Source: an optimization exercise on an open RTL-to-GDS flow (aim: small area). Production flows keep margins and buffers that such runs may drop. The RTL was checked by simulation tests, not by an equivalence proof against the original design. Power is estimated from default activity; no workload was simulated.

## tinybasu_core
module tinybasu_core (
    input  wire        clk,
    input  wire        rst,           
    input  wire [15:0] budget,
    input  wire [2:0]  strategy,
    output wire        mem_en,
    output wire        mem_we,
    output wire [8:0]  mem_addr,
    output wire [15:0] mem_wdata,
    input  wire [15:0] mem_rdata,
    output wire        done,
    output reg  [1:0]  run_state,
    output reg  [2:0]  fault_cause,
    output wire [15:0] fault_pc,
    output wire [15:0] fault_info,
    output wire [15:0] pc_out,
    output reg  [16:0] cycles,
    output reg  [16:0] executed,
    output reg  [16:0] stalls,
    output wire [16:0] flushes,
    input  wire [2:0]  dbg_sel,
    output wire [15:0] dbg_reg
);
Size in the first run: ~1,700 cells after synthesis, roughly 19,000 um2 of cells after synthesis.
Settings: LEC_CHECK=0, CAP_MARGIN=20, CORE_MARGIN=2, CORE_UTILIZATION=40, SLEW_MARGIN=20; clock period 55.0 ns.
standard.sh (not shown) runs the stock make flow with config.mk's settings and CLKGATE_MAP_FILE= SYNTH_SCRIPT=/design/flow/synth_recipe.tcl, a recipe that flattens the netlist after the stock synthesis.
==> flow/flow/run.sh <==
#!/bin/bash
# Layout flow:
#  1. the standard synthesis (standard.sh synth), unchanged;
#  2. the logic between the flip-flops re-mapped by ABC for area
#     (flow/resynth.tcl; every flip-flop keeps its name and cell type);
#  3. the rest of the standard flow (standard.sh), with buf_1 port
#     buffers and a clock tree of small buffers without dummy loads.
# Each tool writes its full output to a log of its own in this folder
# (std_synth.log, resynth.log, std_finish.log); ORFS keeps its own logs too.
set -euo pipefail
exec > run_sh.log 2>&1
set -x
W=$PWD
R=$W/orfs/results/$FLOW_PLATFORM/tinybasu_core/base
bash standard.sh synth > std_synth.log 2>&1
cp $R/1_2_yosys.v $W/std_1_2_yosys.v
RS_LIB=$FLOW_HOME/platforms/sky130hd/lib/sky130_fd_sc_hd__tt_025C_1v80.lib \
RS_IN=$W/std_1_2_yosys.v RS_OUT=$W/resynth.v RS_SCRIPT=$W/flow/area.abc \
  yosys -c $W/flow/resynth.tcl > resynth.log 2>&1
cp $W/resynth.v $R/1_2_yosys.v
rm -f $R/1_synth.odb $R/1_synth.sdc
export BUFFER_PORTS_ARGS="-buffer_cell sky130_fd_sc_hd__buf_1"
export CTS_ARGS="-sink_clustering_enable -repair_clock_nets -dont_use_dummy_load -buf_list {sky130_fd_sc_hd__clkbuf_4} -sink_clustering_size 10 -sink_clustering_max_diameter 50"
bash standard.sh > std_finish.log 2>&1
==> flow/flow/resynth.tcl <==
# Re-map the combinational logic of the standard synthesis netlist for area.
# Every flip-flop instance of the standard synthesis is kept as it is (same
# instance name, same cell type); only the logic between the flip-flops is
# re-optimised by ABC.
# Usage: yosys -c resynth.tcl   (env: RS_IN, RS_OUT, RS_LIB, RS_SCRIPT)
yosys -import
set lib $::env(RS_LIB)
set seq {}
foreach t {dfxtp_1 dfxtp_2 dfxtp_4 edfxtp_1 dfrtp_1 dfrtp_2 dfstp_1 dfxbp_1 dfrbp_1 edfxbp_1} {
  lappend seq sky130_fd_sc_hd__$t
}
# 1. flatten the combinational cells into generic logic
read_liberty -ignore_miss_func $lib
read_verilog $::env(RS_IN)
hierarchy -top tinybasu_core
foreach m $seq { catch { setattr -mod -set keep_hierarchy 1 $m } }
catch { setattr -mod -set keep_hierarchy 1 sky130_fd_sc_hd__conb_1 }
flatten
yosys rename -hide w:*.*
opt_clean -purge
opt -purge
techmap
opt -purge
foreach m $seq { catch { delete $m } }
catch { delete sky130_fd_sc_hd__conb_1 }
write_rtlil $::env(RS_OUT).flat.il
# 2. map it again, with the cells as black boxes
design -reset
read_liberty -lib $lib
read_rtlil $::env(RS_OUT).flat.il
hierarchy -top tinybasu_core
set du {}
foreach c {probe_p_8 probec_p_8 lpflow_bleeder_1 lpflow_clkbufkapwr_1 lpflow_clkbufkapwr_16 lpflow_clkbufkapwr_2 lpflow_clkbufkapwr_4 lpflow_clkbufkapwr_8 lpflow_clkinvkapwr_1 lpflow_clkinvkapwr_16 lpflow_clkinvkapwr_2 lpflow_clkinvkapwr_4 lpflow_clkinvkapwr_8 lpflow_decapkapwr_12 lpflow_decapkapwr_3 lpflow_decapkapwr_4 lpflow_decapkapwr_6 lpflow_decapkapwr_8 lpflow_inputiso0n_1 lpflow_inputiso0p_1 lpflow_inputiso1n_1 lpflow_inputiso1p_1 lpflow_inputisolatch_1 lpflow_isobufsrc_1 lpflow_isobufsrc_16 lpflow_isobufsrc_2 lpflow_isobufsrc_4 lpflow_isobufsrc_8 lpflow_isobufsrckapwr_16 lpflow_lsbuf_lh_hl_isowell_tap_1 lpflow_lsbuf_lh_hl_isowell_tap_2 lpflow_lsbuf_lh_hl_isowell_tap_4 lpflow_lsbuf_lh_isowell_4 lpflow_lsbuf_lh_isowell_tap_1 lpflow_lsbuf_lh_isowell_tap_2 lpflow_lsbuf_lh_isowell_tap_4} {
  lappend du -dont_use sky130_fd_sc_hd__$c
}
abc -liberty $lib -script $::env(RS_SCRIPT) {*}$du
opt_clean -purge
hilomap -singleton -hicell sky130_fd_sc_hd__conb_1 HI -locell sky130_fd_sc_hd__conb_1 LO
insbuf -buf sky130_fd_sc_hd__buf_1 A X
opt_clean
check -assert -mapped
tee -o $::env(RS_OUT).stat stat -liberty $lib
write_verilog -noattr -nohex -nodec $::env(RS_OUT)
Other scripts of this flow, unchanged in this note and not shown: flow/flow/area.abc
Then changed:
--- a/flow/flow/run.sh
+++ b/flow/flow/run.sh
@@ -23 +23 @@
-export CTS_ARGS="-sink_clustering_enable -repair_clock_nets -dont_use_dummy_load -buf_list {sky130_fd_sc_hd__clkbuf_4} -sink_clustering_size 10 -sink_clustering_max_diameter 50"
+export CTS_ARGS="-sink_clustering_enable -repair_clock_nets -dont_use_dummy_load -buf_list {sky130_fd_sc_hd__clkbuf_8} -sink_clustering_size 16 -sink_clustering_max_diameter 60"
- CORE_UTILIZATION: 40 -> 65
- PLACE_DENSITY: default -> 0.75
Outcome: Non-clock buffer count came out lower by 2; cell count goes down by roughly a tenth; flip-flop and latch count is unchanged; design area drops slightly; total power came out higher slightly; count of clock-buffer cells in the layout decreases by 28; routed wire length shrinks slightly; worst setup slack gets better by 0.15 ns; maximum frequency increases slightly.
Then changed:
--- a/flow/flow/resynth.tcl
+++ b/flow/flow/resynth.tcl
@@ -39 +39 @@
-insbuf -buf sky130_fd_sc_hd__buf_1 A X
+insbuf -buf sky130_fd_sc_hd__buf_4 A X
- CORE_UTILIZATION: 65 -> 40
- PLACE_DENSITY: 0.75 -> default
What happened: Clock power is about the same; first-iteration DRC count drops by 25%; synthesized area climbs by 0.64%; global-route usage drops by 11 points; routed wire length climbs by about 1.9%; count of clock-buffer cells in the layout does not change.

==> separate check: timing with driven ports <==
Ports are ideal in the flow. The routed layouts listed here were re-timed in OpenROAD. Step 1 sets driving cells, clkbuf_16 on the clock port and buf_2 on the other inputs (assumed; they add their load-dependent delay and slew). Step 2 moves the port delays by t, midway between the first and last clock arrival at a register: inputs arrive t later, outputs are due t later. That takes back most of the time a late clock gives input paths. Three values: ideal ports, drivers, drivers and shift; two values: the first two.
run	t (ns)	setup WS [ns]	latest minus earliest clock arrival (ns)	worst data-port slew with drivers (ns)
the first run	0.815	28.872 / 28.821 / 28.821	0.078 / 0.078	0.13
the second run	0.607	29.027 / 28.967 / 28.967	0.113 / 0.112	0.08
the third run	0.651	28.581 / 28.542 / 28.542	0.086 / 0.086	0.08
After both steps setup and hold are still met in every run listed. The setup slack of the second run, which loses most, moves by -0.060 ns with the drivers and by -0.060 ns with both steps.
